Context: an optimization exercise on an open-source flow, tuned for small area. The choices shown serve that exercise and are no tape-out recipe. At most, simulation tests tie the RTL to the original design; equivalence was not proved. Only the layout flow was run in run 5; the RTL was not checked for function there. No run shown here takes its clock network from TritonCTS; it comes from the design's own scripts or RTL. The clock input has no modelled driver; a real chip could not lean on it and would need a root buffer or a full tree. Power and IR drop assume default switching activity.

==> flow/design.v <==
module daisy_core (
    input  wire       clk,
    input  wire       rst,
    input  wire       op_valid,
    input  wire [3:0] op,
    output wire       cmd_ready,
    output wire       rx_active,
    output wire       hop_request,
    output reg        rdata_valid,
    output wire [7:0] rdata,
    output reg        radio_req,
    output wire       radio_channel,
    output reg        sink_byte_valid,
    output wire [7:0] sink_byte,
    output wire       sink_commit,
    output reg        sink_begin,
    output wire       sink_begin_chan
);
    localparam [2:0] PH_OFF      = 3'd0;
    localparam [2:0] PH_WAITPRE  = 3'd2;
    localparam [2:0] PH_WAITSTA  = 3'd3;
    localparam [2:0] PH_PREFETCH = 3'd4;
    localparam [2:0] PH_PAYLOAD  = 3'd5;
    localparam [2:0] PH_HOP      = 3'd6;
    reg [2:0]  phase;
    reg [15:8] win;        
    reg [7:0]  acc;        
    reg [9:0]  cnt;
    reg [2:0]  ones;
    reg [15:0] crc;
    reg        prev_enc;
    reg        channel;
    reg [2:0]  err;
    reg [5:0]  tag;
    reg        waiting;
    reg [1:0]  sel;        
    wire ph_wp  = ~phase[2] &  phase[1] & ~phase[0];
    wire ph_ws  =  phase[1] &  phase[0];
    wire ph_pf  =  phase[2] & ~phase[1] & ~phase[0];
    wire ph_pl  =  phase[2] &  phase[0];
    wire ph_hop =  phase[2] &  phase[1];
    wire is_bit  = op_valid & (op[3:1] == 3'b000);
    wire task_ok = op_valid & ~waiting;
    wire rdone   = op_valid & (op == 4'h5) & waiting;
    wire op_stop = task_ok & (op == 4'h3);
    wire op_read = task_ok & (op[3:2] == 2'b10);
    wire hop_go  = task_ok & (op == 4'h4) & ph_hop;
    wire req     = (task_ok & (op == 4'h2)) | hop_go;
    wire d      = ~(prev_enc ^ op[0]);
    wire b      = win[8];
    wire flag_n = ({d, win[15:9]} == 8'h7E);
    wire pre_n  = ({d, win[15:9]} == 8'h55) & ({win[8], acc[7:1]} == 8'h55);
    wire c_lo7  = (cnt[2:0] == 3'd7);
    wire c_15   = cnt[4] | (cnt[3] & c_lo7);                  
    wire c_5    = cnt[4] | cnt[3] | (cnt[2] & (cnt[1] | cnt[0]));  
    wire c_1020 = &cnt[9:2];                      
    wire stuff_due = ones[2] & ~ones[1];                     
    wire pl_bit    = is_bit & ph_pl;
    wire stuff_err = pl_bit & stuff_due & b;
    wire pl_go     = pl_bit & ~(stuff_due & b);
    wire data_step = pl_bit & ~stuff_due;
    wire end_flag  = pl_go & flag_n;
    wire noend     = data_step & ~flag_n & c_1020;
    reg  flag_seen;                                          
    wire crc_ok    = (crc == 16'hF0B8);
    wire wp_match   = is_bit & ph_wp & c_15 & pre_n;
    wire wp_hop     = is_bit & ph_wp & c_5 & (d == win[15]);    
    wire ws_flag    = is_bit & ph_ws & flag_n;
    wire ws_timeout = is_bit & ph_ws & ~flag_n & c_15;
    wire pf_end     = is_bit & ph_pf & c_lo7;
    wire do_reset = rdone | ws_timeout | stuff_err | end_flag | noend;
    wire cnt_clr  = do_reset | wp_match | ws_flag | pf_end;
    wire        shift_en = is_bit & ~(ph_pl & stuff_due);
    wire        cnt_inc  = shift_en;
    wire        fb       = b ^ crc[0];
    wire        fb_pl    = ph_pl & fb;
    wire [15:0] crc_n    = {~ph_pl | fb, crc[15:1]} ^ {5'b00000, fb_pl, 6'b000000, fb_pl, 3'b000};
    assign cmd_ready       = ~waiting;
    assign rx_active       = phase[2] | phase[1];
    assign hop_request     = ph_hop & ~waiting;
    assign radio_channel   = channel;
    assign sink_begin_chan = channel;
    assign sink_byte       = acc;
    assign sink_commit     = flag_seen & crc_ok;
    assign rdata = {sink_begin, radio_req,
                    (sel == 2'd2) ? tag[5:3] : 3'b000,
                    (sel == 2'd0) ? phase :
                    (sel == 2'd1) ? {2'b00, channel} :
                    (sel == 2'd2) ? tag[2:0] : err};
    reg [2:0] phase_n;
    always @* begin
        phase_n = phase;
        if (op_stop)         phase_n = PH_OFF;
        if (wp_match)        phase_n = PH_WAITSTA;
        if (wp_hop)          phase_n = PH_HOP;
        if (ws_flag)         phase_n = PH_PREFETCH;
        if (pf_end)          phase_n = PH_PAYLOAD;
        if (do_reset)        phase_n = PH_WAITPRE;
    end
    reg [2:0] err_n;
    always @* begin
        err_n = (rdata_valid && sel == 2'd3) ? 3'd0 : err;
        if (ws_timeout)             err_n = 3'd1;
        if (stuff_err)              err_n = 3'd2;
        if (noend)                  err_n = 3'd3;
        if (flag_seen && !crc_ok)   err_n = 3'd4;
    end
    always @(posedge clk) begin
        sel <= op[1:0];
        if (is_bit)
            win <= {d, win[15:9]};
        if (shift_en)
            acc <= {b, acc[7:1]};
        if (cnt_clr)
            cnt <= 10'd0;
        else if (cnt_inc)
            cnt <= cnt + 10'd1;
        if (is_bit)
            ones <= (ph_pl & b) ? {ones[1:0], ~ones[2]} : 3'b000;
        if (shift_en)
            crc <= crc_n;
        if (rst) begin
            phase    <= PH_OFF;
            prev_enc <= 1'b0;
            channel  <= 1'b0;
            err      <= 3'd0;
            tag      <= 6'd0;
            waiting  <= 1'b0;
            rdata_valid     <= 1'b0;
            radio_req       <= 1'b0;
            sink_byte_valid <= 1'b0;
            flag_seen       <= 1'b0;
            sink_begin      <= 1'b0;
        end else begin
            phase <= phase_n;
            if (is_bit)
                prev_enc <= op[0];
            if (hop_go)
                channel <= ~channel;
            err <= err_n;
            if (pf_end)
                tag <= {d, win[15:11]};
            if (req)
                waiting <= 1'b1;
            else if (rdone)
                waiting <= 1'b0;
            rdata_valid     <= op_read;
            radio_req       <= req;
            sink_byte_valid <= data_step & c_lo7;
            flag_seen       <= end_flag;
            sink_begin      <= do_reset;
        end
    end
endmodule
==> flow/flow/run.sh <==
#!/bin/bash
# Layout flow: the standard flow, with the standard synthesis unchanged,
# plus:
#  - after floorplan, an area-oriented re-mapping of the combinational logic
#    (flow/restructure.tcl; registers untouched);
#  - before clock tree synthesis, combinational cells at their smallest drive
#    strength (flow/downsize.tcl) and a clock tree of one level of clock
#    buffers driven by the clock port (flow/pre_cts.tcl);
#  - buf_1 port buffers.
# Every tool's output goes to a log of its own in this folder (synth.log,
# filter_lib.log, layout.log); ORFS keeps its per-step logs under orfs/logs.
set -euo pipefail
bash standard.sh synth > synth.log 2>&1
export FLOW_RESTRUCTURE_LIB="$PWD/restructure.lib"
export FLOW_RESTRUCTURE_DIR="$PWD/restructure"
python3 flow/filter_lib.py "$FLOW_HOME/platforms/sky130hd/lib/sky130_fd_sc_hd__tt_025C_1v80.lib" \
  "$FLOW_RESTRUCTURE_LIB" \
  "sky130_fd_sc_hd__probe_p_8 sky130_fd_sc_hd__probec_p_8 sky130_fd_sc_hd__lpflow_*" \
  > filter_lib.log 2>&1
bash standard.sh finish \
  "BUFFER_PORTS_ARGS=-buffer_cell sky130_fd_sc_hd__buf_1" \
  "POST_FLOORPLAN_TCL=$PWD/flow/restructure.tcl" \
  "PRE_CTS_TCL=$PWD/flow/pre_cts.tcl" \
  > layout.log 2>&1
rm -f "$FLOW_RESTRUCTURE_LIB"
==> flow/flow/downsize.tcl <==
# Area recovery after placement: every combinational cell takes the smallest
# drive strength of its own function (the design has ample setup slack), then
# repair_design fixes any slew, capacitance or fanout limit this breaks.
proc my_cell_area {name} {
  return [get_property [lindex [get_lib_cells $name] 0] area]
}
set ndown 0
set saved 0.0
foreach inst [get_cells *] {
  set m [get_property $inst ref_name]
  if {![regexp {^(sky130_fd_sc_hd__[a-z0-9]+)_([0-9]+)$} $m -> base sz]} { continue }
  if {[regexp {__(e?df|dl|tap|fill|decap|conb|clkbuf|clkinv|clkdly)} $base]} { continue }
  set best $m
  set barea [my_cell_area $m]
  set area0 $barea
  foreach lc [get_lib_cells ${base}_*] {
    set n [get_name $lc]
    if {![regexp "^${base}_\[0-9\]+\$" $n]} { continue }
    set a [my_cell_area $n]
    if {$a < $barea} { set best $n; set barea $a }
  }
  if {$best ne $m} {
    if {![catch {replace_cell $inst $best}]} {
      incr ndown
      set saved [expr {$saved + $area0 - $barea}]
    }
  }
}
puts "downsized $ndown cells, [format %.1f $saved] um2"
estimate_parasitics -placement
repair_design
==> flow/flow/filter_lib.py <==
# Writes a copy of a liberty file without the given cells.
# usage: python3 filter_lib.py in.lib out.lib "cell1 cell2 ..."
import re, sys, fnmatch
src, dst, drop = sys.argv[1], sys.argv[2], sys.argv[3].split()
s = open(src).read()
out = []
pos = 0
for m in re.finditer(r'\n\s*cell\s*\(\s*"?([A-Za-z0-9_]+)"?\s*\)\s*\{', s):
    if m.start() < pos:
        continue
    name = m.group(1)
    if not any(fnmatch.fnmatch(name, p) for p in drop):
        continue
    depth = 0
    i = m.end() - 1
    while True:
        c = s[i]
        if c == '{':
            depth += 1
        elif c == '}':
            depth -= 1
            if depth == 0:
                break
        i += 1
    out.append(s[pos:m.start()])
    pos = i + 1
out.append(s[pos:])
open(dst, 'w').write(''.join(out))
==> flow/flow/pre_cts.tcl <==
# Clock distribution for a small design: the clock port drives NCLUSTERS
# clock buffers directly, each placed at the centroid of one cluster of
# register clock pins and driving that cluster. Clusters are balanced
# k-means clusters of the placed clock pins (at most ceil(n/k) pins each).
# A buffer whose estimated clock-pin slew is high is upsized. This replaces
# TritonCTS's H-tree: clock_tree_synthesis becomes a no-op below.
source [file join [file dirname [info script]] downsize.tcl]

set nclusters 4
set bufcell sky130_fd_sc_hd__clkbuf_8
set bigcell sky130_fd_sc_hd__clkbuf_16
set slew_limit_ps 122.0
set block [ord::get_db_block]
set dbu [$block getDbUnitsPerMicron]
set clknet [$block findNet clk]
set pins {}
set xs {}
set ys {}
foreach it [$clknet getITerms] {
  set inst [$it getInst]
  set bb [$inst getBBox]
  lappend pins "[$inst getName]/[[$it getMTerm] getName]"
  lappend xs [expr {([$bb xMin] + [$bb xMax]) / 2.0 / $dbu}]
  lappend ys [expr {([$bb yMin] + [$bb yMax]) / 2.0 / $dbu}]
}
set n [llength $pins]
set cap [expr {($n + $nclusters - 1) / $nclusters}]
# initial centres: sinks spread along the sorted angle around the centroid
set mx 0.0
set my 0.0
for {set i 0} {$i < $n} {incr i} {
  set mx [expr {$mx + [lindex $xs $i] / $n}]
  set my [expr {$my + [lindex $ys $i] / $n}]
}
set order [lsort -real -indices [lmap x $xs y $ys {expr {atan2($y - $my, $x - $mx)}}]]
set cx {}
set cy {}
for {set k 0} {$k < $nclusters} {incr k} {
  set i [lindex $order [expr {int(($k + 0.5) * $n / $nclusters)}]]
  lappend cx [expr {($mx + [lindex $xs $i]) / 2.0}]
  lappend cy [expr {($my + [lindex $ys $i]) / 2.0}]
}
for {set iter 0} {$iter < 30} {incr iter} {
  # balanced assignment: nearest free centre, closest pairs first
  set pairs {}
  for {set i 0} {$i < $n} {incr i} {
    for {set k 0} {$k < $nclusters} {incr k} {
      set dd [expr {abs([lindex $xs $i] - [lindex $cx $k]) + abs([lindex $ys $i] - [lindex $cy $k])}]
      lappend pairs [list $dd $i $k]
    }
  }
  set pairs [lsort -real -index 0 $pairs]
  set assign [lrepeat $n -1]
  set used [lrepeat $nclusters 0]
  foreach p $pairs {
    lassign $p dd i k
    if {[lindex $assign $i] >= 0 || [lindex $used $k] >= $cap} { continue }
    lset assign $i $k
    lset used $k [expr {[lindex $used $k] + 1}]
  }
  set ncx {}
  set ncy {}
  for {set k 0} {$k < $nclusters} {incr k} {
    set sx 0.0; set sy 0.0; set m 0
    for {set i 0} {$i < $n} {incr i} {
      if {[lindex $assign $i] == $k} {
        set sx [expr {$sx + [lindex $xs $i]}]
        set sy [expr {$sy + [lindex $ys $i]}]
        incr m
      }
    }
    if {$m > 0} {
      lappend ncx [expr {$sx / $m}]
      lappend ncy [expr {$sy / $m}]
    } else {
      lappend ncx [lindex $cx $k]
      lappend ncy [lindex $cy $k]
    }
  }
  set cx $ncx
  set cy $ncy
}
set bufs {}
for {set k 0} {$k < $nclusters} {incr k} {
  set loads {}
  for {set i 0} {$i < $n} {incr i} {
    if {[lindex $assign $i] == $k} { lappend loads [get_pins [lindex $pins $i]] }
  }
  if {[llength $loads] == 0} { continue }
  puts "clock buffer $k at [lindex $cx $k] [lindex $cy $k] drives [llength $loads] clock pins"
  set buf [insert_buffer -buffer_cell $bufcell -net clk -load_pins $loads \
    -location [list [lindex $cx $k] [lindex $cy $k]] \
    -buffer_name clkbuf_leaf_$k -net_name clk_leaf_$k]
  lappend bufs [get_full_name $buf]
}
set_propagated_clock [all_clocks]
estimate_parasitics -placement
foreach b $bufs {
  set worst 0.0
  foreach pin [get_pins -of_objects [get_nets -of_objects [get_pins $b/X]] -filter "direction == input"] {
    foreach a {slew_max_rise slew_max_fall} {
      set s [get_property $pin $a]
      if {[string is double -strict $s] && $s > $worst} { set worst $s }
    }
  }
  # slews are in the library's time unit, ns
  puts "clock buffer $b: estimated clock-pin slew $worst ns"
  if {$worst > $slew_limit_ps / 1000.0} {
    puts "clock buffer $b: upsized to $bigcell"
    replace_cell [get_cells $b] $bigcell
  }
}
proc clock_tree_synthesis {args} { puts "clock_tree_synthesis skipped: clock buffers inserted by pre_cts.tcl" }
==> flow/flow/restructure.tcl <==
# Area-oriented re-mapping of the combinational logic with OpenROAD's
# restructure (ABC), after floorplan. Registers are not touched. The liberty
# it maps to is the platform's, without the platform's don't-use cells
# (written by run.sh).
set tielo [join $::env(TIELO_CELL_AND_PORT) /]
set tiehi [join $::env(TIEHI_CELL_AND_PORT) /]
file mkdir $::env(FLOW_RESTRUCTURE_DIR)
report_design_area
restructure -target area -liberty_file $::env(FLOW_RESTRUCTURE_LIB) \
  -tielo_port $tielo -tiehi_port $tiehi \
  -work_dir $::env(FLOW_RESTRUCTURE_DIR) \
  -abc_logfile $::env(FLOW_RESTRUCTURE_DIR)/abc.log
report_design_area
==> flow/standard.sh <==
#!/bin/bash
# synth_recipe.tcl (not shown) runs the flow's synth.tcl, then flattens the netlist and writes it again
# the make line also repeats each setting of config.mk as NAME=value (left out here)
make -C /OpenROAD-flow-scripts/flow DESIGN_CONFIG=/design/flow/config.mk WORK_HOME=/design/flow/orfs CLKGATE_MAP_FILE= SYNTH_SCRIPT=/design/flow/synth_recipe.tcl "${@:-finish}"
==> flow/config.mk <==
export PLATFORM = sky130hd
export DESIGN_NAME = daisy_core
export DESIGN_NICKNAME = daisy_core
export VERILOG_FILES = /design/flow/design.v
export SDC_FILE = /design/flow/constraint.sdc
export NUM_CORES = 4
export LEC_CHECK = 0
export CAP_MARGIN = 20
export CORE_MARGIN = 2
export CORE_UTILIZATION = 40
export SLEW_MARGIN = 20
==> flow/constraint.sdc <==
create_clock -name core_clock -period 5.0 [get_ports {clk}]
set_input_delay 1.0000 -clock core_clock [delete_from_list [all_inputs] [get_ports {clk}]]
set_output_delay 1.0000 -clock core_clock [all_outputs]
set_load 0.01 [all_outputs]
==> results of run 1 <==
==> kinds of logic after synthesis <==
logic type	count (synthesis)
AND/OR/NAND/NOR	112
flip-flops	67
AO/OA/AOI/OAI	29
buffers and inverters	23
XOR/XNOR	13
multiplexers	5
adder cells (fa/ha/maj)	4
==> worst max path at each step <==
stage	start	to	depth (start not counted)	slack, ns
final	op_valid	cnt[7]	15	0.60
after global routing	op_valid	cnt[7]	15	0.20
after CTS	op_valid	cnt[8]	15	0.65
after detailed placement	op[0]	cnt[0]	12	0.59
after global placement	op[0]	cnt[0]	12	0.88
after floorplan	op[1]	cnt[3]	6	2.05
==> power groups by stage <==
| stage | registers [mW] | logic (mW) | clock network [mW] |
|---|---|---|---|
| 5_1_grt | 0.635 | 0.0848 | 0.233 |
| 4_1_cts | 0.630 | 0.0746 | 0.217 |
| 2_1_floorplan | 0.625 | 0.0580 | 0 |
| 3_5_place_dp | 0.642 | 0.0754 | 0 |
| 3_3_place_gp | 0.642 | 0.0730 | 0 |
| 6_report | 0.630 | 0.0750 | 0.207 |
==> registers in the layout (all words and copies together), names as in the netlist, 2 cells and up <==
name and count:
phase 3, tag 6, acc 8, ones 3, sel 2, crc 16, win 8, cnt 10
err 3
==> Yosys cell counts (all sizes together) (2+ instances only) <==
library cell | instances | area, um2
a2111oi | 2 | 17.5
a21oi | 10 | 50.1
a22o | 2 | 17.5
a22oi | 2 | 15.0
a31oi | 2 | 12.5
and2 | 7 | 43.8
and3 | 2 | 12.5
buf | 5 | 38.8
clkbuf | 7 | 26.3
dfxtp | 32 | 641
edfxtp | 35 | 1050
ha | 4 | 50.1
inv | 11 | 41.3
mux2 | 2 | 22.5
mux2i | 2 | 20.0
nand2 | 21 | 78.8
nand2b | 3 | 18.8
nand3 | 18 | 95.1
nand4 | 5 | 31.3
nand4b | 2 | 17.5
nor2 | 18 | 67.6
nor2b | 4 | 25.0
nor3 | 16 | 80.1
nor4b | 3 | 41.3
nor4bb | 4 | 40.0
o22ai | 2 | 12.5
or3 | 2 | 12.5
xnor2 | 10 | 87.6
xor2 | 3 | 26.3
==> area by class of cell, without the clock buffers <==
cell class,count,area [um2]
well taps,96,120
inverters,35,131
multi-input cells,138,835
fillers,666,3870
flip-flops and latches,67,1690
repair buffers,34,129
==> metrics by stage <==
stage          util [%]  std cells  area, um2
4_1_cts            43.3        374       2960
5_1_grt            43.4        374       2960
3_5_place_dp       42.8        370       2930
6_report           43.4        374       2960
2_1_floorplan         -        253       2850
3_3_place_gp       42.8        370       2930
==> placed cells by master (no fill, tap or decap), types with 7 or more instances in the layout <==
cell / n
a21oi_1: 10
buf_1: 33
clkinv_1: 35
dfxtp_1: 32
edfxtp_1: 35
nand2_1: 7
nor2_1: 23
nor2b_1: 7
nor3_1: 19
o21a_1: 9
o21ai_0: 9
==> routing by layer <==
layer	part of all wire [%]	track usage, %	up-vias
met5	0	0	-
met3	3.2	0.840	10
met1	48	19.5	899
met2	47	22.9	34
met4	1.7	2.89	0
li1	-	-	971
==> notes.md, run 1 <==
fin crit period ~4.4 ns; Critical R2R Capture cnt[0]; max_slew headroom 46.7%; slowest stage delay, CP ~0.62 ns; Post-synth EDFFs 35; # setup viols final 0; drt first pass iters 4; sequential fraction of the synthesis area between 50% and 60%; xor/xnor share of the synthesized area 3.99%; syn_area_per_cell 11.3 um2; Tot Pwr slightly above 0.9 mW; Synth Area in Compound Gates slightly above 7%; Synth async-reset ratio 0%; Max-cap violations 0; DRT Wirelength ~5300 um; share of cells above drive strength 1 1.80%; mux cell area share after synthesis 2.28%; Initial Util about two fifths; Most common cell on crit path clkinv_1; DIE HEIGHT approximately 88 um; Main synth FF type edfxtp_1; clock share of power 22.7%; vias in the first global route ~1800; cell-internal power between 0.7 and 0.8 mW; Post-CTS Resized 0; worst path arrival time 4.47 ns; total die area 7820 um2; outcome no timing/DRC/antenna violations; core area roughly 6800 um2; area grow syn2layout 3.82%; DRT iter0 DRCs slightly above 80; Hold Path Stages 0; worst path required time between 5 and 6 ns; final hold slack between 0.4 and 0.5 ns; Final Hold Fails 0; first-pass GRT wire length between 8000 and 9000 um; largest family of logic cells by synthesized area simple AND/OR/NAND/NOR gates; Clock transition at path regs about 0.1 ns; delay-heaviest family, CP buffers and inverters; Worst path slowest cell buf_1; adder-cell share of the synthesized area around 1.8%; GPL Wtd Cong between 0.8 and 0.9; Yosys Warn Count 1; reg2reg start prev_enc; post-synth cell types 50; instance count of the mapped netlist roughly 250; static leakage approximately 0.90 nW; Seq pwr share between 60% and 70%; via total after detailed routing around 1900; fin crit share between 80% and 90%; CP Buf/Inv Count 7; setup TNS 0 ns; pre-CTS WS between 0.5 and 0.6 ns; PortBufs 32; Routed Antenna Nets 0; Overflow after GRT 0; switching share of power approximately 23%; register bit total from synthesis 67; P_sw slightly above 0.2 mW; drt drc 0; Setup CP Type input port to register; I/O Pins 33; Worst Tran Pin Value just under 0.8 ns; crit path capture type register; post-CTS setup buffers 0; Synth Area in Simple Gates a little over a fifth; largest net degree at the start of global routing 27; area of the mapped netlist ~2900 um2; f_max about 230 MHz; Die Span X roughly 88 um; Max Transition Viols Final 0; Power Density 308 nW/um2; number of diodes 0; syn nets about 260; CP max FO 14; Max rail drop VDD 0.000116 V; Clock Skews ~0.015 ns; initial antenna violation count 0; Setup WS post-layout about 0.6 ns; hold crit path type register to register; hpwl dp around 4000 um; row count 30; RSZ-0062 raised after global routing false; hold-fix buffers at CTS 0; worst r2r path cells 10; R2R Setup Slk between 1 and 1.5 ns; Total GRT Usage a little over an eighth; Clk Latency, worst-skew pair roughly 0.17 ns; end of the worst hold path crc[0]; number of vias per cell 5.12; worst path cell trace buf_1 > clkinv_1 > nor4_1 > buf_1 > clkinv_1 > a31oi_1 > clkinv_1 > nor3_1 > clkinv_1 > nor3_1 > nand2_1 > clkinv_1 > and3_1 > nor2_1 > a211oi_1; WL per Instance roughly 14 um; Comb power frac 8.2%; Setup crit start kind input port; Final #Nets 287; hold path start crc[1]
==> inputs of run 2 (changes only) <==
==> flow/flow/run.sh (replaced) <==
#!/bin/bash
# Layout flow: the standard flow, with the standard synthesis unchanged,
# plus:
#  - an area-oriented re-mapping (ABC) of the combinational logic of the
#    standard synthesis netlist (flow/reopt.tcl); registers keep their names
#    and cell types, the standard netlist is kept as 1_2_yosys_standard.v;
#  - before clock tree synthesis, combinational cells at their smallest drive
#    strength (flow/downsize.tcl) and a clock tree of one level of clock
#    buffers driven by the clock port (flow/pre_cts.tcl);
#  - buf_1 port buffers.
# Each tool's output goes to a log of its own in this folder (synth.log,
# filter_lib.log, reopt.log, layout.log); ORFS keeps its per-step logs under
# orfs/logs.
set -euo pipefail
YOSYS=$(command -v yosys || echo "$FLOW_HOME/../tools/install/yosys/bin/yosys")
bash standard.sh synth > synth.log 2>&1
RES="$PWD/orfs/results/$FLOW_PLATFORM/daisy_core/base"
python3 flow/filter_lib.py "$FLOW_HOME/platforms/$FLOW_PLATFORM/lib/sky130_fd_sc_hd__tt_025C_1v80.lib" \
  "$PWD/reopt.lib" \
  "sky130_fd_sc_hd__probe_p_8 sky130_fd_sc_hd__probec_p_8 sky130_fd_sc_hd__lpflow_*" \
  > filter_lib.log 2>&1
cp "$RES/1_2_yosys.v" "$RES/1_2_yosys_standard.v"
FLOW_REOPT_LIB="$PWD/reopt.lib" FLOW_REOPT_IN="$RES/1_2_yosys_standard.v" \
  FLOW_REOPT_OUT="$RES/1_2_yosys.v" FLOW_TOP="$FLOW_TOP" \
  "$YOSYS" -c flow/reopt.tcl > reopt.log 2>&1
rm -f "$PWD/reopt.lib"
bash standard.sh finish \
  "BUFFER_PORTS_ARGS=-buffer_cell sky130_fd_sc_hd__buf_1" \
  "PRE_CTS_TCL=$PWD/flow/pre_cts.tcl" \
  > layout.log 2>&1
==> flow/flow/reopt.tcl (new file) <==
# Area-oriented re-mapping of the combinational logic of the standard
# synthesis netlist with ABC. Registers (and tie cells) are kept as they are,
# with their names and cell types; only the logic between them is re-mapped,
# to the platform's library without its don't-use cells.
# Environment: FLOW_REOPT_LIB, FLOW_REOPT_IN, FLOW_REOPT_OUT, FLOW_TOP.
yosys -import
set lib $::env(FLOW_REOPT_LIB)
set top $::env(FLOW_TOP)
read_liberty -overwrite -ignore_miss_func $lib
read_verilog $::env(FLOW_REOPT_IN)
hierarchy -check -top $top
setattr -mod -set keep_hierarchy 1 sky130_fd_sc_hd__*df* sky130_fd_sc_hd__*dl* sky130_fd_sc_hd__conb_*
flatten
# the nets of flattened cell pins take no public names
yosys rename -hide w:*.*
opt_clean -purge
stat -liberty $lib
abc -liberty $lib -script "+strash;ifraig;dc2;&get,-n;&dch,-f;&nf,-R,1000,-p;&put;mfs2;strash;ifraig;dc2;&get,-n;&dch,-f;&nf,-R,1000,-p;&put;topo"
opt_clean -purge
setundef -zero
hilomap -singleton -hicell sky130_fd_sc_hd__conb_1 HI -locell sky130_fd_sc_hd__conb_1 LO
opt_clean -purge
insbuf -buf sky130_fd_sc_hd__buf_4 A X
stat -liberty $lib
check
select $top
write_verilog -noattr -noexpr -nohex -nodec -selected $::env(FLOW_REOPT_OUT)
removed: flow/flow/restructure.tcl
==> run 2 against run 1 <==
Compared with the run above:
- still clean on timing, DRC and antenna
- sequential cell count unchanged
- synthesized cell count down 9.5%
- utilization is 2.3 points higher
- global-route usage is 0.071 points lower
- register-to-register slack improved by 0.55 ns
- maximum frequency is 20% higher
- largest power group unchanged
- highest routed layer unchanged
==> notes.md, run 2 <==
# setup viols final 0 (unchanged); Max Transition Viols Final 0 (unchanged); Placed Area 2850 um2 (-2.6%); max_slew headroom 45.7% (-1.1 points); Post-CTS Resized 0 (unchanged); outcome no timing/DRC/antenna violations; fin crit share 73.5% (-14 points); Routed Antenna Nets 0 (unchanged); Setup crit start kind input port; CP max FO 10 (-4); leading cell type in the layout, fill and taps excluded edfxtp_1; post-CTS setup buffers 0 (unchanged); clock share of power 24.0% (+1.3 points); post-route cell area 2900 um2 (-2.2%); hpwl dp 3600 um (-9.0%); vias in the first global route 1628 (-8.3%); Final #Nets 273 (-4.9%); fin crit period 3.68 ns (-0.723 ns); DRT iter0 DRCs 98 (+20%); Die Span X 85.2 um (-3.7%); cell-internal power 0.686 mW (-2.6%); area grow syn2layout 9.97%; RSZ-0062 raised after global routing false; Inst Count DP 337 (-8.9%); Initial Util 41.5% (-0.26 points); initial antenna violation count 0 (unchanged); Seq pwr share 71.0% (+2.0 points); row count 29 (-3.3%); Clock Skews 0.0128 ns (-0.00180 ns); static leakage 0.903 nW (+0.13%); Total GRT Usage 13.5% (-0.071 points); most frequent cells in the layout 35 x edfxtp_1, 33 x buf_1, 32 x dfxtp_1; syn nets 236 (-11%); Final Hold Fails 0 (unchanged); syn_area_per_cell 11.5 um2 (+2.0%); Non-Filler Instances 341 (-8.8%); hold-fix buffers at CTS 0 (unchanged); Overflow after GRT 0 (unchanged); max reg flops 16 (unchanged); DIE HEIGHT 85.2 um (-3.7%); Max-cap violations 0 (unchanged); crit path capture type register; DRT Wirelength 5010 um (-6.4%); f_max 272 MHz (+20%); area of the mapped netlist 2640 um2 (-7.6%); GPL Wtd Cong 0.769 (-11%); Clock transition at path regs 0.09 ns (about the same); share of cells above drive strength 1 2.65% (+0.85 points); Clk Latency, worst-skew pair 0.16 ns (about the same); worst path required time 5.07 ns (about the same); Worst Tran Pin Value 0.815 ns (+0.0269 ns); Yosys Warn Count 1 (unchanged); Max rail drop VDD 0.000197 V (+70%); via total after detailed routing 1824 (-4.7%); drt drc 0 (unchanged); number of diodes 0 (unchanged); core area 6350 um2 (-7.1%); Setup CP Type input port to register; Biggest register crc; final core occ 45.6% (+2.3 points); WL per Instance 14.7 um (+2.7%); setup TNS 0 ns (unchanged); Fillers 613 (-8.0%); Power Density 297 nW/um2 (-3.4%); P_sw 0.176 mW (-15%); switching share of power 20.4% (-2.4 points); Setup WS post-layout 1.32 ns (+0.723 ns); Tot Pwr 0.862 mW (-5.5%); I/O Pins 33 (unchanged); first-pass GRT wire length 8070 um (-6.4%); instance count of the mapped netlist 229 (-9.5%); Regs by FF count crc: 16 flops, cnt: 10 flops; drt first pass iters 5 (+1); hold crit path type register to register; largest net degree at the start of global routing 29 (+7.4%); final hold slack 0.450 ns (-0.000598 ns); worst path arrival time 3.75 ns (-0.72 ns); number of vias per cell 5.35 (+4.5%); total die area 7250 um2 (-7.3%); PortBufs 32 (unchanged); pre-CTS WS 1.13 ns (+0.546 ns); Comb power frac 5.0% (-3.2 points)
==> run 2: worst paths after layout <==
path                            depth (start not counted)  slack (ns)      to  startpoint
worst min register to register                          0        0.45  crc[7]      crc[8]
worst max register to register                          9        2.01  cnt[8]    prev_enc
worst max-delay path                                   10        1.32  cnt[8]       op[0]
worst min-delay path                                    0        0.45  crc[7]      crc[8]
==> run 2: area by class of cell, without the clock buffers <==
| cell class | instances | area [um2] | area share [%] |
|---|---|---|---|
| Inverter | 2 | 7.51 | 0.259 |
| Sequential cell | 67 | 1690 | 58.4 |
| Multi-Input combinational cell | 157 | 918 | 31.7 |
| Timing Repair Buffer | 34 | 129 | 4.45 |
| Tap cell | 77 | 96.3 | 3.32 |
==> run 2: worst max-delay path, cell delays in order <==
cell      delay, ns
buf_1          0.18
xor2_1         0.30
and4_1         0.25
nor4bb_1       0.58
nor4_1         0.15
nor2_1         0.14
and2_0         0.16
and3_1         0.26
nand4b_1       0.39
nor3b_1        0.31
==> run 2: routing by layer <==
metal	share of wire (%)	wire length, um	global-route usage (%)
met2	44	2210	21.7
met4	1.0	51	1.59
met5	0	0	0
met3	4.1	206	0.875
met1	51	2540	20.9
==> run 2: power by group through the flow <==
stage	combinational, mW	sequential (mW)	clock (mW)
floorplan	0.0313	0.620	0
global placement	0.0435	0.624	0
detailed placement	0.0440	0.624	0
CTS	0.0434	0.612	0.213
global route	0.0501	0.616	0.232
finish	0.0432	0.612	0.207
==> inputs of run 3 (changes only) <==
--- a/flow/flow/reopt.tcl
+++ b/flow/flow/reopt.tcl
@@ -16,5 +16,5 @@
 opt_clean -purge
 stat -liberty $lib
-abc -liberty $lib -script "+strash;ifraig;dc2;&get,-n;&dch,-f;&nf,-R,1000,-p;&put;mfs2;strash;ifraig;dc2;&get,-n;&dch,-f;&nf,-R,1000,-p;&put;topo"
+abc -liberty $lib -script "+strash;ifraig;dc2;dch,-f;amap;mfs2;strash;ifraig;dc2;dch,-f;amap;mfs2;strash;dch,-f;amap;topo"
 opt_clean -purge
 setundef -zero
==> run 3 against run 2 <==
Compared with the run above:
- setup slack lost 0.088 ns
- first-iteration DRC count grew 70%
- die area is essentially flat
- register-to-register slack gained 0.25 ns
- wire length grew 5.1%
- final cell count grew 6.7%
- critical endpoint is now cnt[2]
- still clean on timing, DRC and antenna
- cell area shrank 0.56%
- clock skew grew 0.0040 ns
- clock power is essentially flat
- utilization shrank 0.26 points
==> notes.md, run 3 <==
syn nets 261 (+11%); met1 WL 2700 um (+6.5%); drt first pass iters 4 (-1); leading cell type in the layout, fill and taps excluded nor2_1; P_sw 0.207 mW (+18%); Clk Latency, worst-skew pair 0.17 ns (about the same); WL per Instance 14.5 um (-1.6%); initial antenna violation count 0 (unchanged); Worst Tran Pin Value 0.837 ns (+0.0227 ns); via total after detailed routing 1892 (+3.7%); final hold slack 0.453 ns (+0.00308 ns); Routed Antenna Nets 0 (unchanged); area of the mapped netlist 2630 um2 (about the same); worst path arrival time 3.84 ns (+0.09 ns); setup TNS 0 ns (unchanged); Die Span X 85.1 um (about the same); worst path cell trace buf_1 > clkinv_1 > nand4_1 > clkinv_1 > nand4_1 > nor4b_1 > or3_1 > nor2_1 > o21ai_0 > or4_1 > a211oi_1; worst path required time 5.07 ns (about the same); # setup viols final 0 (unchanged); Max Transition Viols Final 0 (unchanged); met3 WL 265 um (+29%); Seq pwr share 69.0% (-2.0 points); PortBufs 32 (unchanged); fin crit share 75.3% (+1.8 points); delay-heaviest family, CP simple AND/OR/NAND/NOR gates; Max rail drop VDD 0.000283 V (+44%); hpwl dp 3900 um (+8.3%); Power Density 315 nW/um2 (+6.0%); Max-cap violations 0 (unchanged); DRT iter0 DRCs 167 (+70%); most frequent cells in the layout 45 x nor2_1, 35 x edfxtp_1, 32 x dfxtp_1, 32 x buf_1, 31 x clkinv_1; clock share of power 23.0% (-1.0 points); Total GRT Usage 14.7% (+1.2 points); hold-fix buffers at CTS 0 (unchanged); total die area 7250 um2 (about the same); Post-CTS Resized 0 (unchanged); slowest stage delay, CP 0.61 ns (+0.03 ns); routed wl met2 2210 um (unchanged); crit path capture type register; outcome no timing/DRC/antenna violations; fin crit period 3.77 ns (+0.0884 ns); Tot Pwr 0.909 mW (+5.4%); instance count of the mapped netlist 254 (+11%); Comb power frac 8.0% (+3.0 points); post-route cell area 2880 um2 (-0.56%); Final #Nets 296 (+8.4%); CP Buf/Inv Count 3 (+2); syn_area_per_cell 10.4 um2 (-9.9%); largest net degree at the start of global routing 25 (-14%); GPL Wtd Cong 0.830 (+8.0%); number of diodes 0 (unchanged); Setup CP Type input port to register; static leakage 0.907 nW (+0.47%); f_max 266 MHz (-2.3%); share of cells above drive strength 1 1.39% (-1.3 points); I/O Pins 33 (unchanged); row count 29 (unchanged); max_slew headroom 43.7% (-1.9 points); Final Hold Fails 0 (unchanged); Clock Skews 0.0168 ns (+0.00398 ns); first-pass GRT wire length 8760 um (+8.5%); switching share of power 22.7% (+2.4 points); Regs by FF count crc: 16 flops, cnt: 10 flops; pre-CTS WS 1.09 ns (-0.0408 ns); DIE HEIGHT 85.1 um (about the same); vias in the first global route 1746 (+7.2%); DRT Wirelength 5260 um (+5.1%); Placed Area 2830 um2 (-0.79%); drt drc 0 (unchanged); max reg flops 16 (unchanged); Clock transition at path regs 0.10 ns (about the same); CP max FO 18 (+8); area grow syn2layout 9.46%; number of vias per cell 5.20 (-2.8%); Initial Util 41.5% (about the same); Setup WS post-layout 1.23 ns (-0.0884 ns); core area 6350 um2 (unchanged); post-CTS setup buffers 0 (unchanged); DR top layer met4; cell-internal power 0.702 mW (+2.3%); hold crit path type register to register; Overflow after GRT 0 (unchanged); Yosys Warn Count 1 (unchanged); Worst path slowest cell or4_1; Biggest register crc; RSZ-0062 raised after global routing false; Setup crit start kind input port
==> run 3: layout make-up, without the clock buffers <==
class	instances	area (um2)
fill	620	3470
inverter	31	116
multi-input combinational	153	802
sequential	67	1690
tap	77	96.3
timing repair buffer	32	120
==> run 3: worst reg2reg max path, delay by kind of cell, from the launching register on <==
family | cells | cell delay (ns)
simple gates | 7 | 1.72
buf+inv | 1 | 0.10
compound gates | 3 | 0.49
flops | 1 | 0.34
==> run 3: through the flow <==
| step | std cells | util [%] |
|---|---|---|
| floorplan | 254 | - |
| global placement | 360 | 44.5 |
| detailed placement | 360 | 44.5 |
| CTS | 364 | 45.4 |
| global route | 364 | 45.4 |
| finish | 364 | 45.4 |
==> run 3: path summary, 6_finish.rpt <==
path	from	end	slack, ns	depth (start not counted)
max	op[1]	cnt[2]	1.23	11
min	crc[13]	crc[12]	0.45	0
max reg2reg	prev_enc	cnt[2]	2.26	11
min reg2reg	crc[13]	crc[12]	0.45	0
==> run 3: power by group through the flow <==
stage / logic [mW] / clock network (mW) / registers, mW
after CTS: 0.0726 / 0.213 / 0.626
after detailed placement: 0.0719 / 0 / 0.639
final: 0.0724 / 0.209 / 0.627
after global routing: 0.0832 / 0.235 / 0.631
after global placement: 0.0711 / 0 / 0.638
after floorplan: 0.0513 / 0 / 0.633
==> run 3: metal layers <==
metal,GRT usage [%],up-vias
met5,0,-
met4,1.88,0
met3,0.875,6
met2,21.9,54
met1,24.2,856
li1,-,976
==> inputs of run 4 (changes only) <==
--- a/flow/flow/run.sh
+++ b/flow/flow/run.sh
@@ -22,5 +22,5 @@
 cp "$RES/1_2_yosys.v" "$RES/1_2_yosys_standard.v"
 FLOW_REOPT_LIB="$PWD/reopt.lib" FLOW_REOPT_IN="$RES/1_2_yosys_standard.v" \
-  FLOW_REOPT_OUT="$RES/1_2_yosys.v" FLOW_TOP="$FLOW_TOP" \
+  FLOW_REOPT_OUT="$RES/1_2_yosys.v" FLOW_TOP="$FLOW_TOP" FLOW_REOPT_DIR="$PWD/reopt" \
   "$YOSYS" -c flow/reopt.tcl > reopt.log 2>&1
 rm -f "$PWD/reopt.lib"
==> flow/flow/reopt.tcl (replaced) <==
# Area-oriented re-mapping of the combinational logic of the standard
# synthesis netlist with ABC. Registers (and tie cells) are kept as they are,
# with their names and cell types; only the logic between them is re-mapped,
# to the platform's library without its don't-use cells. Several ABC scripts
# are tried and the smallest result is kept.
# Environment: FLOW_REOPT_LIB, FLOW_REOPT_IN, FLOW_REOPT_OUT, FLOW_TOP,
# FLOW_REOPT_DIR (scratch folder).
yosys -import
set lib $::env(FLOW_REOPT_LIB)
set top $::env(FLOW_TOP)
set dir $::env(FLOW_REOPT_DIR)
file mkdir $dir

proc my_area {lib file} {
  tee -q -o $file stat -liberty $lib
  set f [open $file r]
  set txt [read $f]
  close $f
  set area 1e12
  regexp {Chip area for (?:top )?module '\\[^']+': ([0-9.]+)} $txt -> area
  return $area
}

read_liberty -overwrite -ignore_miss_func $lib
read_verilog $::env(FLOW_REOPT_IN)
hierarchy -check -top $top
setattr -mod -set keep_hierarchy 1 sky130_fd_sc_hd__*df* sky130_fd_sc_hd__*dl* sky130_fd_sc_hd__conb_*
flatten
# the nets of flattened cell pins take no public names
yosys rename -hide w:*.*
opt_clean -purge
design -save flat

set nfr "ifraig;dc2;&get,-n;&dch,-f;&nf,-R,1000,-p;&put"
set nfa "ifraig;dc2;&get,-n;&dch,-f;&nf,-R,1000,-p,-a;&put"
set amp "ifraig;dc2;dch,-f;amap"
set am8 "ifraig;dc2;dch,-f;amap,-F,4,-A,8"
set scripts [list \
  "+strash;$nfr;mfs2;strash;$nfr;topo" \
  "+strash;$amp;mfs2;strash;$amp;mfs2;strash;dch,-f;amap;topo" \
  "+strash;$am8;mfs2;strash;$am8;mfs2;strash;dch,-f;amap,-F,4,-A,8;topo" \
  "+strash;$nfr;mfs2;strash;$amp;mfs2;strash;$nfr;topo" \
  "+strash;$nfa;mfs2;strash;$nfa;topo" \
  "+strash;$nfr;mfs2;strash;$nfr;mfs2;strash;$nfr;topo" \
  "+strash;$am8;mfs2;strash;$nfr;mfs2;strash;$am8;topo" \
  "+strash;$nfr;mfs2;strash;$am8;mfs2;strash;$nfr;topo" \
  "+strash;dch,-f;amap;mfs2;strash;dch,-f;amap;topo" \
]
set best ""
set best_area 1e12
set i 0
foreach s $scripts {
  design -load flat
  if {[catch {abc -liberty $lib -script $s}]} {
    puts "reopt script $i: failed: $s"
    incr i
    continue
  }
  opt_clean -purge
  set area [my_area $lib $dir/stat_$i.txt]
  puts "reopt script $i: area $area: $s"
  if {$area < $best_area} {
    set best_area $area
    set best $i
    design -save best
  }
  incr i
}
puts "reopt: kept script $best, area $best_area"
design -load best
setundef -zero
hilomap -singleton -hicell sky130_fd_sc_hd__conb_1 HI -locell sky130_fd_sc_hd__conb_1 LO
insbuf -buf sky130_fd_sc_hd__buf_4 A X
opt_clean -purge
stat -liberty $lib
check
select $top
write_verilog -noattr -noexpr -nohex -nodec -selected $::env(FLOW_REOPT_OUT)
==> run 4 against run 3 <==
Compared with the run above:
- die area is 1.3% lower
- still clean
- critical path depth rose by 1
- synthesized area shrank 1.4%
- worst hold slack gained 0.0096 ns
- highest routed layer unchanged
==> notes.md, run 4 <==
Overflow after GRT 0 (unchanged); DRT Wirelength 5190 um (-1.3%); largest net degree at the start of global routing 29 (+16%); worst r2r path cells 9 (-2); most frequent cells in the layout 35 x edfxtp_1, 33 x buf_1, 32 x dfxtp_1; Total GRT Usage 14.3% (-0.37 points); Post-CTS Resized 0 (unchanged); crit path capture type register; post-CTS setup buffers 0 (unchanged); hpwl dp 3680 um (-5.7%); reg2reg start prev_enc; Routed Antenna Nets 0 (unchanged); Clk Latency, worst-skew pair 0.16 ns (about the same); Tot Pwr 0.863 mW (-5.1%); CP Buf/Inv Count 2 (-1); register area 1690 um2 (unchanged); Max-cap violations 0 (unchanged); Worst Tran Pin Value 0.867 ns (+0.0292 ns); syn nets 229 (-12%); core area 6310 um2 (-0.57%); fin crit share 75.9% (+0.64 points); max reg flops 16 (unchanged); static leakage 0.880 nW (-3.0%); Fillers 618 (-0.32%); Critical Path Stages 12 (+1); Yosys Warn Count 1 (unchanged); vias in the first global route 1654 (-5.3%); syn_area_per_cell 11.7 um2 (+13%); Setup WS post-layout 1.20 ns (-0.0320 ns); drt drc 0 (unchanged); end of the worst hold path crc[7]; Setup crit start kind input port; leading cell type in the layout, fill and taps excluded edfxtp_1; Critical R2R Capture cnt[4]; hold crit path type register to register; number of vias per cell 5.31 (+2.2%); outcome no timing/DRC/antenna violations; worst path required time 5.08 ns (about the same); drt first pass iters 4 (unchanged); pre-CTS WS 1.00 ns (-0.0863 ns); RSZ-0062 raised after global routing false; Placed Area 2810 um2 (-0.58%); GPL Wtd Cong 0.847 (+2.1%); # setup viols final 0 (unchanged); slowest stage delay, CP 0.50 ns (-0.11 ns); worst path arrival time 3.88 ns (+0.04 ns); DIE HEIGHT 84.6 um (-0.66%); area occupied by multi-input gates 871 um2 (+8.6%); final core occ 45.2% (-0.18 points); max_slew headroom 42.2% (-1.5 points); via total after detailed routing 1775 (-6.2%); crit path launch op[3]; area grow syn2layout 9.93%; Max Transition Viols Final 0 (unchanged); first-pass GRT wire length 8480 um (-3.2%); instance count of the mapped netlist 222 (-13%); initial antenna violation count 0 (unchanged); setup TNS 0 ns (unchanged); f_max 263 MHz (-0.84%); hold-fix buffers at CTS 0 (unchanged); worst path cell trace buf_1 > nand2b_1 > nor3_1 > buf_1 > nand3_1 > nor2_1 > and4_1 > nor2_1 > nand2_1 > a221oi_1 > nand4_1 > nor3b_1; PortBufs 32 (unchanged); fin crit period 3.80 ns (+0.0320 ns); I/O Pins 33 (unchanged); DRT iter0 DRCs 81 (-51%); Max rail drop VDD 0.000185 V (-34%); number of diodes 0 (unchanged); Hold Path Stages 0 (unchanged); share of cells above drive strength 1 2.33% (+0.94 points); area of the mapped netlist 2600 um2 (-1.4%); Biggest register crc; R2R Setup Slk 1.96 ns (-0.30 ns); CP max FO 17 (-1); Initial Util 41.1% (-0.34 points); Die Span X 84.6 um (-0.66%); total die area 7150 um2 (-1.3%); Regs by FF count crc: 16 flops, cnt: 10 flops; delay-heaviest family, CP simple AND/OR/NAND/NOR gates; Final #Nets 266 (-10%); Clock Skews 0.00314 ns (-0.0136 ns); Power Density 302 nW/um2 (-4.2%); WL per Instance 15.5 um (+7.6%); row count 29 (unchanged); Worst path slowest cell nand4_1; post-route cell area 2850 um2 (-0.96%); hold path start crc[8]; Final Hold Fails 0 (unchanged); Clock transition at path regs 0.10 ns (about the same); Setup CP Type input port to register
## run 4: worst register-to-register path, stage by stage (launching register included)
cell and delay (ns):
dfxtp_1 0.36, xor2_1 0.31, and4_1 0.27, nand4_1 0.21
and4_1 0.27, nor2_1 0.16, nand2_1 0.08, a221oi_1 0.49
nand4_1 0.50, nor3b_1 0.31
## run 4: final cells by class, without the clock buffers
| cell class | count | area share, % |
|---|---|---|
| flip-flops and latches | 67 | 59.3 |
| multi-input cells | 149 | 30.5 |
| repair buffers | 34 | 4.52 |
| well taps | 77 | 3.38 |
| inverters | 3 | 0.395 |
## run 4: how the worst max path moves through the flow
stage                     endpoint  slack [ns]
after detailed placement    cnt[2]        1.00
after global placement      cnt[4]        1.13
after CTS                   cnt[8]        0.65
final                       cnt[4]        1.20
after floorplan             cnt[8]        0.66
after global routing        cnt[4]        0.88
## run 4: per-layer routing
metal  track usage, %  share of wire [%]
met2             23.5                 46
met5                0                  0
met3             1.38                3.6
met1             21.7                 49
met4             1.15                1.1
## run 4: stage by stage
stage	instances	hold WS [ns]
global placement	330	0.422
CTS	334	0.465
global route	334	0.478
detailed placement	330	0.440
floorplan	222	0.417
finish	334	0.462
## run 4: power breakdown
part | total, mW | leakage (nW) | internal (mW) | switching (mW)
registers | 0.614 | 0.525 | 0.593 | 0.0218
clock network | 0.205 | 0.0288 | 0.0743 | 0.130
logic | 0.0435 | 0.326 | 0.0181 | 0.0254
==> inputs of run 5 (changes only) <==
--- a/flow/design.v
+++ b/flow/design.v
@@ -11,5 +11,5 @@
     output reg        radio_req,
     output wire       radio_channel,
-    output reg        sink_byte_valid,
+    output wire       sink_byte_valid,
     output wire [7:0] sink_byte,
     output wire       sink_commit,
@@ -34,5 +34,4 @@
     reg [5:0]  tag;
     reg        waiting;
-    reg [1:0]  sel;        
     wire ph_wp  = ~phase[2] &  phase[1] & ~phase[0];
     wire ph_ws  =  phase[1] &  phase[0];
@@ -62,5 +61,8 @@
     wire end_flag  = pl_go & flag_n;
     wire noend     = data_step & ~flag_n & c_1020;
+    reg  bv;                                                 
     reg  flag_seen;                                          
+    wire [1:0] sel     = {flag_seen, bv};
+    wire       flag_ev = flag_seen & ~rdata_valid;
     wire crc_ok    = (crc == 16'hF0B8);
     wire wp_match   = is_bit & ph_wp & c_15 & pre_n;
@@ -82,5 +84,6 @@
     assign sink_begin_chan = channel;
     assign sink_byte       = acc;
-    assign sink_commit     = flag_seen & crc_ok;
+    assign sink_commit     = flag_ev & crc_ok;
+    assign sink_byte_valid = bv & ~rdata_valid;
     assign rdata = {sink_begin, radio_req,
                     (sel == 2'd2) ? tag[5:3] : 3'b000,
@@ -104,8 +107,7 @@
         if (stuff_err)              err_n = 3'd2;
         if (noend)                  err_n = 3'd3;
-        if (flag_seen && !crc_ok)   err_n = 3'd4;
+        if (flag_ev && !crc_ok)     err_n = 3'd4;
     end
     always @(posedge clk) begin
-        sel <= op[1:0];
         if (is_bit)
             win <= {d, win[15:9]};
@@ -129,5 +131,5 @@
             rdata_valid     <= 1'b0;
             radio_req       <= 1'b0;
-            sink_byte_valid <= 1'b0;
+            bv              <= 1'b0;
             flag_seen       <= 1'b0;
             sink_begin      <= 1'b0;
@@ -147,6 +149,6 @@
             rdata_valid     <= op_read;
             radio_req       <= req;
-            sink_byte_valid <= data_step & c_lo7;
-            flag_seen       <= end_flag;
+            bv              <= op_read ? op[0] : data_step & c_lo7;
+            flag_seen       <= op_read ? op[1] : end_flag;
             sink_begin      <= do_reset;
         end
==> run 5 against run 4 <==
Compared with the run above:
- still clean on timing, DRC and antenna
- largest cell class unchanged
- total power is 2.2% higher
- final cell count grew 6.0%
- wire length rose by 8.6%
==> notes.md, run 5 <==
worst path cell trace buf_1 > nand2b_1 > nor3_1 > buf_1 > o21ai_0 > clkinv_1 > clkbuf_2 > nand2_1 > nor2_1 > nand2_1 > nor2_1 > nor2_1 > a21oi_1 > nor2_1; PortBufs 32 (unchanged); Critical R2R Capture cnt[8]; Power Density 312 nW/um2 (+3.2%); Initial Util 40.9% (-0.20 points); R2R Setup Slk 2.40 ns (+0.44 ns); CP Buf/Inv Count 4 (+2); Routed Antenna Nets 0 (unchanged); most frequent cells in the layout 41 x nor2_1, 35 x edfxtp_1, 33 x buf_1; core area 6280 um2 (-0.57%); Clock Skews 0.0106 ns (+0.00747 ns); # setup viols final 0 (unchanged); Post-CTS Resized 0 (unchanged); hpwl dp 4210 um (+14%); syn_area_per_cell 10.6 um2 (-9.2%); worst path arrival time 4.04 ns (+0.16 ns); CP max FO 27 (+10); leading cell type in the layout, fill and taps excluded nor2_1; area grow syn2layout 10.0% (about the same); Yosys Warn Count 1 (unchanged); Clk Latency, worst-skew pair 0.16 ns (about the same); worst r2r path cells 11 (+2); Hold Path Stages 0 (unchanged); largest net degree at the start of global routing 28 (-3.4%); Critical Path Stages 14 (+2); share of cells above drive strength 1 1.81% (-0.53 points); syn nets 249 (+8.7%); DRT iter0 DRCs 133 (+64%); Biggest register crc; number of diodes 0 (unchanged); Overflow after GRT 0 (unchanged); first-pass GRT wire length 9070 um (+7.0%); DIE HEIGHT 84.1 um (-0.51%); crit path capture type register; slowest stage delay, CP 0.74 ns (+0.24 ns); Die Span X 84.1 um (-0.51%); DRT Wirelength 5640 um (+8.6%); via total after detailed routing 1915 (+7.9%); Worst Setup EP cnt[9]; hold crit path type register to register; area of the mapped netlist 2570 um2 (-1.1%); drt first pass iters 4 (unchanged); Total GRT Usage 15.4% (+1.0 points); max_slew headroom 36.1% (-6.2 points); Worst path slowest cell buf_1; Final #Nets 286 (+7.5%); static leakage 0.860 nW (-2.3%); Worst Tran Pin Value 0.959 ns (+0.0924 ns); instance count of the mapped netlist 242 (+9.0%); Clock transition at path regs 0.10 ns (about the same); post-CTS setup buffers 0 (unchanged); pre-CTS WS 1.50 ns (+0.499 ns); Setup CP Type input port to register; delay-heaviest family, CP buffers and inverters; total die area 7080 um2 (-1.0%); initial antenna violation count 0 (unchanged); fin crit share 80.1% (+4.1 points); RSZ-0062 raised after global routing false; setup TNS 0 ns (unchanged); Max Transition Viols Final 0 (unchanged); WL per Instance 15.9 um (+2.4%); I/O Pins 33 (unchanged); crit path launch op[3]; Max rail drop VDD 0.000217 V (+17%); Fillers 585 (-5.3%); Final Hold Fails 0 (unchanged); outcome no timing/DRC/antenna violations; Setup WS post-layout 0.995 ns (-0.207 ns); hold-fix buffers at CTS 0 (unchanged); fin crit period 4.00 ns (+0.207 ns); Setup crit start kind input port; drt drc 0 (unchanged); Most common cell on crit path nor2_1; worst path required time 5.04 ns (-0.04 ns); max reg flops 16 (unchanged); GPL Wtd Cong 0.894 (+5.5%); row count 29 (unchanged); f_max 250 MHz (-5.2%); vias in the first global route 1768 (+6.9%); Max-cap violations 0 (unchanged); number of vias per cell 5.41 (+1.8%); reg2reg start prev_enc; Regs by FF count crc: 16 flops, cnt: 10 flops
run 5: per-stage QoR:
step	hold slack [ns]	utilization (%)	instances	cell area [um2]	power (mW)
after floorplan	0.417	-	242	2570	0.664
after global placement	0.430	44.3	350	2780	0.688
after detailed placement	0.427	44.3	350	2780	0.689
after CTS	0.454	45.0	354	2830	0.886
after global routing	0.480	45.0	354	2830	0.920
final	0.450	45.0	354	2830	0.882
run 5: report_power, final:
part,total [mW],switching [mW],leakage (nW),internal (mW)
Clock,0.205,0.130,0.0288,0.0743
Sequential,0.608,0.0211,0.558,0.587
Combinational,0.0695,0.0463,0.273,0.0232
run 5: cell type report, without the clock buffers:
class | count | area [um2] | share of cell area (%)
inverter | 30 | 113 | 3.98
multi-input combinational | 144 | 782 | 27.7
sequential | 65 | 1650 | 58.4
tap | 77 | 96.3 | 3.41
timing repair buffer | 34 | 129 | 4.56
run 5: how the worst min path moves through the flow:
stage	startpoint	end	slack (ns)
2_1_floorplan	crc[1]	crc[0]	0.42
3_5_place_dp	crc[9]	crc[8]	0.43
5_1_grt	crc[1]	crc[0]	0.48
4_1_cts	crc[9]	crc[8]	0.45
6_report	crc[9]	crc[8]	0.45
3_3_place_gp	crc[9]	crc[8]	0.43
run 5: metal layers:
metal	vias up	GRT usage, %	share of wire (%)
met1	902	22.0	46
li1	960	-	-
met2	49	26.3	48
met5	-	0	0
met4	0	1.03	0.82
met3	4	2.16	5.6
==> inputs of run 6 (changes only) <==
--- a/flow/design.v
+++ b/flow/design.v
@@ -9,5 +9,5 @@
     output reg        rdata_valid,
     output wire [7:0] rdata,
-    output reg        radio_req,
+    output wire       radio_req,
     output wire       radio_channel,
     output wire       sink_byte_valid,
@@ -62,7 +62,7 @@
     wire noend     = data_step & ~flag_n & c_1020;
     reg  bv;                                                 
-    reg  flag_seen;                                          
-    wire [1:0] sel     = {flag_seen, bv};
-    wire       flag_ev = flag_seen & ~rdata_valid;
+    reg  fr;                                                 
+    wire [1:0] sel     = {fr, bv};
+    wire       flag_ev = fr & sink_begin;
     wire crc_ok    = (crc == 16'hF0B8);
     wire wp_match   = is_bit & ph_wp & c_15 & pre_n;
@@ -86,5 +86,6 @@
     assign sink_commit     = flag_ev & crc_ok;
     assign sink_byte_valid = bv & ~rdata_valid;
-    assign rdata = {sink_begin, radio_req,
+    assign radio_req       = fr & ~sink_begin & ~rdata_valid;
+    assign rdata = {sink_begin, sink_begin,
                     (sel == 2'd2) ? tag[5:3] : 3'b000,
                     (sel == 2'd0) ? phase :
@@ -130,7 +131,6 @@
             waiting  <= 1'b0;
             rdata_valid     <= 1'b0;
-            radio_req       <= 1'b0;
             bv              <= 1'b0;
-            flag_seen       <= 1'b0;
+            fr              <= 1'b0;
             sink_begin      <= 1'b0;
         end else begin
@@ -148,7 +148,6 @@
                 waiting <= 1'b0;
             rdata_valid     <= op_read;
-            radio_req       <= req;
             bv              <= op_read ? op[0] : data_step & c_lo7;
-            flag_seen       <= op_read ? op[1] : end_flag;
+            fr              <= op_read ? op[1] : (end_flag | req);
             sink_begin      <= do_reset;
         end
==> run 6 against run 5 <==
Compared with the run above:
- still clean on timing, DRC and antenna
- final cell count fell by 5.9%
- register-to-register slack worse by 0.49 ns
- sequential cell count shrank 1
- sequential share of layout area fell by 0.96 points
- setup slack improved by 0.18 ns
- total power is 4.3% lower
- utilization up 0.20 points
- die area is 0.46% higher
- highest routed layer unchanged
==> notes.md, run 6 <==
outcome no timing/DRC/antenna violations; WL per Instance 15.7 um (-1.2%); Setup crit start kind input port; CP Buf/Inv Count 2 (-2); initial antenna violation count 0 (unchanged); worst path cell trace buf_1 > xor2_1 > and4_1 > nor4bb_1 > or3_1 > nand2_1 > a2111oi_0 > buf_1 > or3b_1 > nor3b_1; # setup viols final 0 (unchanged); Final Hold Fails 0 (unchanged); Post-CTS Resized 0 (unchanged); drt first pass iters 4 (unchanged); fin crit share 76.6% (-3.5 points); worst r2r path cells 9 (-2); worst path arrival time 3.91 ns (-0.13 ns); total die area 7110 um2 (+0.46%); instance count of the mapped netlist 221 (-8.7%); vias in the first global route 1714 (-3.1%); Clock transition at path regs 0.09 ns (about the same); post-CTS setup buffers 0 (unchanged); Setup CP Type input port to register; DIE HEIGHT 84.3 um (+0.23%); Initial Util 41.1% (+0.20 points); syn_area_per_cell 11.7 um2 (+10%); delay-heaviest family, CP simple AND/OR/NAND/NOR gates; Worst Tran Pin Value 0.849 ns (-0.110 ns); Yosys Warn Count 1 (unchanged); Max rail drop VDD 0.000223 V (+2.8%); Total GRT Usage 14.6% (-0.79 points); share of cells above drive strength 1 2.34% (+0.54 points); PortBufs 32 (unchanged); pre-CTS WS 1.09 ns (-0.417 ns); DRT iter0 DRCs 137 (+3.0%); largest net degree at the start of global routing 30 (+7.1%); most frequent cells in the layout 35 x edfxtp_1, 33 x buf_1, 29 x dfxtp_1; Worst path slowest cell or3b_1; DRT Wirelength 5240 um (-7.1%); Regs by FF count crc: 16 flops, cnt: 10 flops; fin crit period 3.83 ns (-0.175 ns); f_max 261 MHz (+4.6%); hold-fix buffers at CTS 0 (unchanged); Setup WS post-layout 1.17 ns (+0.175 ns); hold path start crc[7]; core area 6280 um2 (unchanged); via total after detailed routing 1795 (-6.3%); I/O Pins 33 (unchanged); number of diodes 0 (unchanged); area of the mapped netlist 2580 um2 (+0.49%); first-pass GRT wire length 8640 um (-4.8%); hpwl dp 3820 um (-9.2%); Clk Latency, worst-skew pair 0.16 ns (about the same); setup TNS 0 ns (unchanged); Hold Path Stages 0 (unchanged); CP max FO 10 (-63%); Die Span X 84.3 um (+0.23%); row count 29 (unchanged); R2R Setup Slk 1.91 ns (-0.49 ns); Most common cell on crit path buf_1; worst path required time 5.08 ns (+0.04 ns); end of the worst hold path crc[6]; leading cell type in the layout, fill and taps excluded edfxtp_1; Final #Nets 265 (-7.3%); static leakage 0.952 nW (+11%); RSZ-0062 raised after global routing false; Overflow after GRT 0 (unchanged); number of vias per cell 5.39 (-0.36%); area grow syn2layout 9.99% (about the same); drt drc 0 (unchanged); Clock Skews 0.0144 ns (+0.00381 ns); final hold slack 0.450 ns (-0.000189 ns); Critical R2R Capture cnt[0]; Routed Antenna Nets 0 (unchanged); syn nets 228 (-8.4%); reg2reg start prev_enc; Biggest register crc; Max-cap violations 0 (unchanged); slowest stage delay, CP 0.54 ns (-0.20 ns); hold crit path type register to register; max reg flops 16 (unchanged); max_slew headroom 43.4% (+7.4 points); Max Transition Viols Final 0 (unchanged); crit path capture type register; GPL Wtd Cong 0.756 (-15%); Power Density 297 nW/um2 (-4.7%)
run 6: worst max path at each step:
| stage | from | to | slack, ns | depth (start not counted) |
|---|---|---|---|---|
| final | op[0] | cnt[0] | 1.17 | 10 |
| after detailed placement | op[0] | cnt[0] | 1.09 | 10 |
| after global routing | op[0] | cnt[0] | 0.83 | 10 |
| after CTS | op[0] | cnt[0] | 1.21 | 10 |
| after floorplan | op[3] | cnt[8] | 1.01 | 8 |
| after global placement | op[0] | cnt[8] | 1.19 | 10 |
run 6: layout make-up, without the clock buffers:
| type | instances | area [um2] |
|---|---|---|
| Fill cell | 601 | 3440 |
| Inverter | 3 | 11.3 |
| Multi-Input combinational cell | 151 | 916 |
| Sequential cell | 64 | 1630 |
| Tap cell | 77 | 96.3 |
| Timing Repair Buffer | 34 | 129 |
run 6: power breakdown:
part,internal (mW),switching [mW],leakage (nW)
logic,0.0214,0.0299,0.376
registers,0.571,0.0213,0.547
clock network,0.0742,0.127,0.0288
run 6: metal layers:
metal | global-route usage [%] | vias to the layer above | wire (um)
li1 | - | 895 | -
met1 | 21.2 | 855 | 2530
met2 | 24.7 | 36 | 2390
met3 | 1.08 | 9 | 216
met4 | 2.31 | 0 | 104
met5 | 0 | - | 0
run 6: per-stage QoR:
| stage | instances | area [um2] | power, mW | utilization (%) |
|---|---|---|---|---|
| floorplan | 221 | 2580 | 0.635 | - |
| global placement | 329 | 2800 | 0.654 | 44.5 |
| detailed placement | 329 | 2800 | 0.656 | 44.5 |
| CTS | 333 | 2840 | 0.854 | 45.2 |
| global route | 333 | 2840 | 0.878 | 45.2 |
| finish | 333 | 2840 | 0.844 | 45.2 |
==> inputs of run 7 (changes only) <==
--- a/flow/flow/reopt.tcl
+++ b/flow/flow/reopt.tcl
@@ -12,5 +12,5 @@
 file mkdir $dir
 
-proc my_area {lib file} {
+proc my_area {lib top file} {
   tee -q -o $file stat -liberty $lib
   set f [open $file r]
@@ -18,5 +18,7 @@
   close $f
   set area 1e12
-  regexp {Chip area for (?:top )?module '\\[^']+': ([0-9.]+)} $txt -> area
+  foreach {all kind name val} [regexp -all -inline {Chip area for (top )?module '\\([^']+)': ([0-9.]+)} $txt] {
+    if {$name eq $top} { set area $val }
+  }
   return $area
 }
@@ -58,5 +60,5 @@
   }
   opt_clean -purge
-  set area [my_area $lib $dir/stat_$i.txt]
+  set area [my_area $lib $top $dir/stat_$i.txt]
   puts "reopt script $i: area $area: $s"
   if {$area < $best_area} {
==> run 7 against run 6 <==
Compared with the run above:
- utilization shrank 0.18 points
- maximum frequency is 3.7% lower
- sequential share of layout area grew 0.23 points
- final cell count rose by 0.30%
- total power down 0.22%
- register-to-register slack got worse by 0.17 ns
- global-route usage down 0.084 points
- critical path type unchanged
- largest cell class unchanged
==> notes.md, run 7 <==
via total after detailed routing 1781 (-0.78%); DRT iter0 DRCs 91 (-34%); hold-fix buffers at CTS 0 (unchanged); vias in the first global route 1712 (-0.12%); instance count of the mapped netlist 221 (unchanged); final core occ 45.0% (-0.18 points); Clock transition at path regs 0.11 ns (+0.02 ns); syn_area_per_cell 11.6 um2 (-0.58%); post-CTS setup buffers 0 (unchanged); Setup CP Type input port to register; hpwl dp 3750 um (-1.9%); Die Span X 84.1 um (-0.28%); Yosys Warn Count 1 (unchanged); Clock Skews 0.0148 ns (+0.000422 ns); Biggest register crc; slowest stage delay, CP 0.70 ns (+0.16 ns); fin crit share 79.5% (+2.9 points); Setup WS post-layout 1.02 ns (-0.146 ns); area occupied by multi-input gates 897 um2 (-2.0%); R2R Setup Slk 1.74 ns (-0.17 ns); PortBufs 32 (unchanged); area grow syn2layout 10.2%; Most common cell on crit path nor3b_1; drt drc 0 (unchanged); drt first pass iters 4 (unchanged); CP Buf/Inv Count 1 (-1); worst path arrival time 4.05 ns (+0.14 ns); initial antenna violation count 0 (unchanged); crit path launch op[0]; Total GRT Usage 14.5% (-0.084 points); leading cell type in the layout, fill and taps excluded edfxtp_1; area of the mapped netlist 2570 um2 (-0.58%); outcome no timing/DRC/antenna violations; pre-CTS WS 0.850 ns (-0.236 ns); CP max FO 10 (unchanged); largest net degree at the start of global routing 31 (+3.3%); row count 29 (unchanged); Overflow after GRT 0 (unchanged); final hold slack 0.442 ns (-0.00831 ns); Final #Nets 266 (+0.38%); Initial Util 40.9% (-0.24 points); max reg flops 16 (unchanged); Final Hold Fails 0 (unchanged); reg2reg start prev_enc; static leakage 0.852 nW (-11%); hold path start crc[12]; number of diodes 0 (unchanged); WL per Instance 15.6 um (-0.72%); fin crit period 3.98 ns (+0.146 ns); setup TNS 0 ns (unchanged); RSZ-0062 raised after global routing false; worst path cell trace buf_1 > xor2_1 > and2_0 > and3_1 > nand4_1 > nor3b_1 > nand2b_1 > a2111oi_0 > nand2_1 > or2_0 > nor3b_1; hold crit path type register to register; share of cells above drive strength 1 2.33% (-0.0091 points); Setup crit start kind input port; syn nets 228 (unchanged); Tot Pwr 0.842 mW (-0.22%); Max rail drop VDD 0.000189 V (-15%); Clk Latency, worst-skew pair 0.16 ns (about the same); Worst Tran Pin Value 0.896 ns (+0.0470 ns); Routed Antenna Nets 0 (unchanged); f_max 252 MHz (-3.7%); worst path required time 5.08 ns (about the same); Post-CTS Resized 0 (unchanged); Fillers 623 (+3.7%); most frequent cells in the layout 35 x edfxtp_1, 34 x buf_1, 30 x nor2_1; # setup viols final 0 (unchanged); crit path capture type register; Worst path slowest cell a2111oi_0; Regs by FF count crc: 16 flops, cnt: 10 flops; total die area 7070 um2 (-0.56%); Max Transition Viols Final 0 (unchanged); DRT Wirelength 5210 um (-0.42%); Max-cap violations 0 (unchanged); delay-heaviest family, CP simple AND/OR/NAND/NOR gates; core area 6280 um2 (unchanged); register area 1630 um2 (unchanged); max_slew headroom 38.7% (-4.7 points); DIE HEIGHT 84.1 um (-0.28%); GPL Wtd Cong 0.818 (+8.1%); number of vias per cell 5.33 (-1.1%); I/O Pins 33 (unchanged); first-pass GRT wire length 8640 um (unchanged); Power Density 298 nW/um2 (+0.18%)
-- run 7: area by class of cell, without the clock buffers --
type	instances	area share (%)
inverters	4	0.531
repair buffers	35	4.69
flip-flops and latches	64	57.7
well taps	77	3.41
multi-input cells	150	31.7
-- run 7: where the power goes --
part | switching [mW] | leakage, nW | internal (mW)
registers | 0.0226 | 0.500 | 0.568
logic | 0.0269 | 0.323 | 0.0214
clock network | 0.129 | 0.0288 | 0.0742
total | 0.178 | 0.852 | 0.664
-- run 7: path summary, 6_finish.rpt --
| kind | to | cells after the start |
|---|---|---|
| setup reg to reg | cnt[0] | 10 |
| hold reg to reg | crc[11] | 0 |
| setup / recovery | cnt[0] | 11 |
| hold / removal | crc[11] | 0 |
-- run 7: per-stage QoR --
stage	instances	area [um2]
2_1_floorplan	221	2570
3_3_place_gp	330	2790
3_5_place_dp	330	2790
4_1_cts	334	2830
5_1_grt	334	2830
6_report	334	2830
-- run 7: metal layers --
metal  share of wire (%)  wire [um]  track usage, %  up-vias
met5                   0          0               0        -
met3                 4.1        215            1.68        4
met2                  45       2360            23.7       32
met1                  50       2590            21.6      857
li1                    -          -               -      888
met4                0.84         44            1.17        0
-- run 7: worst register-to-register path: cells and delay by family (launching register included) --
family | cells | cell delay, ns
AOI/OAI and AO/OA | 1 | 0.70
xor gates and xnor gates | 1 | 0.31
DFF | 1 | 0.36
and+or+nand+nor | 8 | 1.82

## separate check: timing with driven ports
No port has a modelled driver above. Below, the same layouts with a new extraction and two added sets of constraints. Step 1: set_driving_cell puts a clkbuf_16 on clk and a buf_2 on each other input, an assumption about the parent block. Step 2, shift: input delay + t, output delay - t, t = (earliest + latest rising clock arrival at the registers) / 2. This alone moves slack from input paths to output paths. Slacks: no drivers / after step 1 / after step 2; pairs: no drivers / after step 1.
| run | t, ns | setup WS [ns] |
|---|---|---|
| run 1 | 0.215 | 0.600 / 0.632 / 0.417 |
| run 2 | 0.214 | 1.323 / 1.358 / 1.144 |
| run 3 | 0.218 | 1.235 / 1.266 / 1.047 |
| run 4 | 0.215 | 1.203 / 1.240 / 1.025 |
| run 5 | 0.213 | 0.995 / 1.030 / 0.816 |
| run 6 | 0.216 | 1.171 / 1.212 / 0.995 |
| run 7 | 0.214 | 1.025 / 1.062 / 0.848 |
After both steps setup and hold are still met in every run listed.
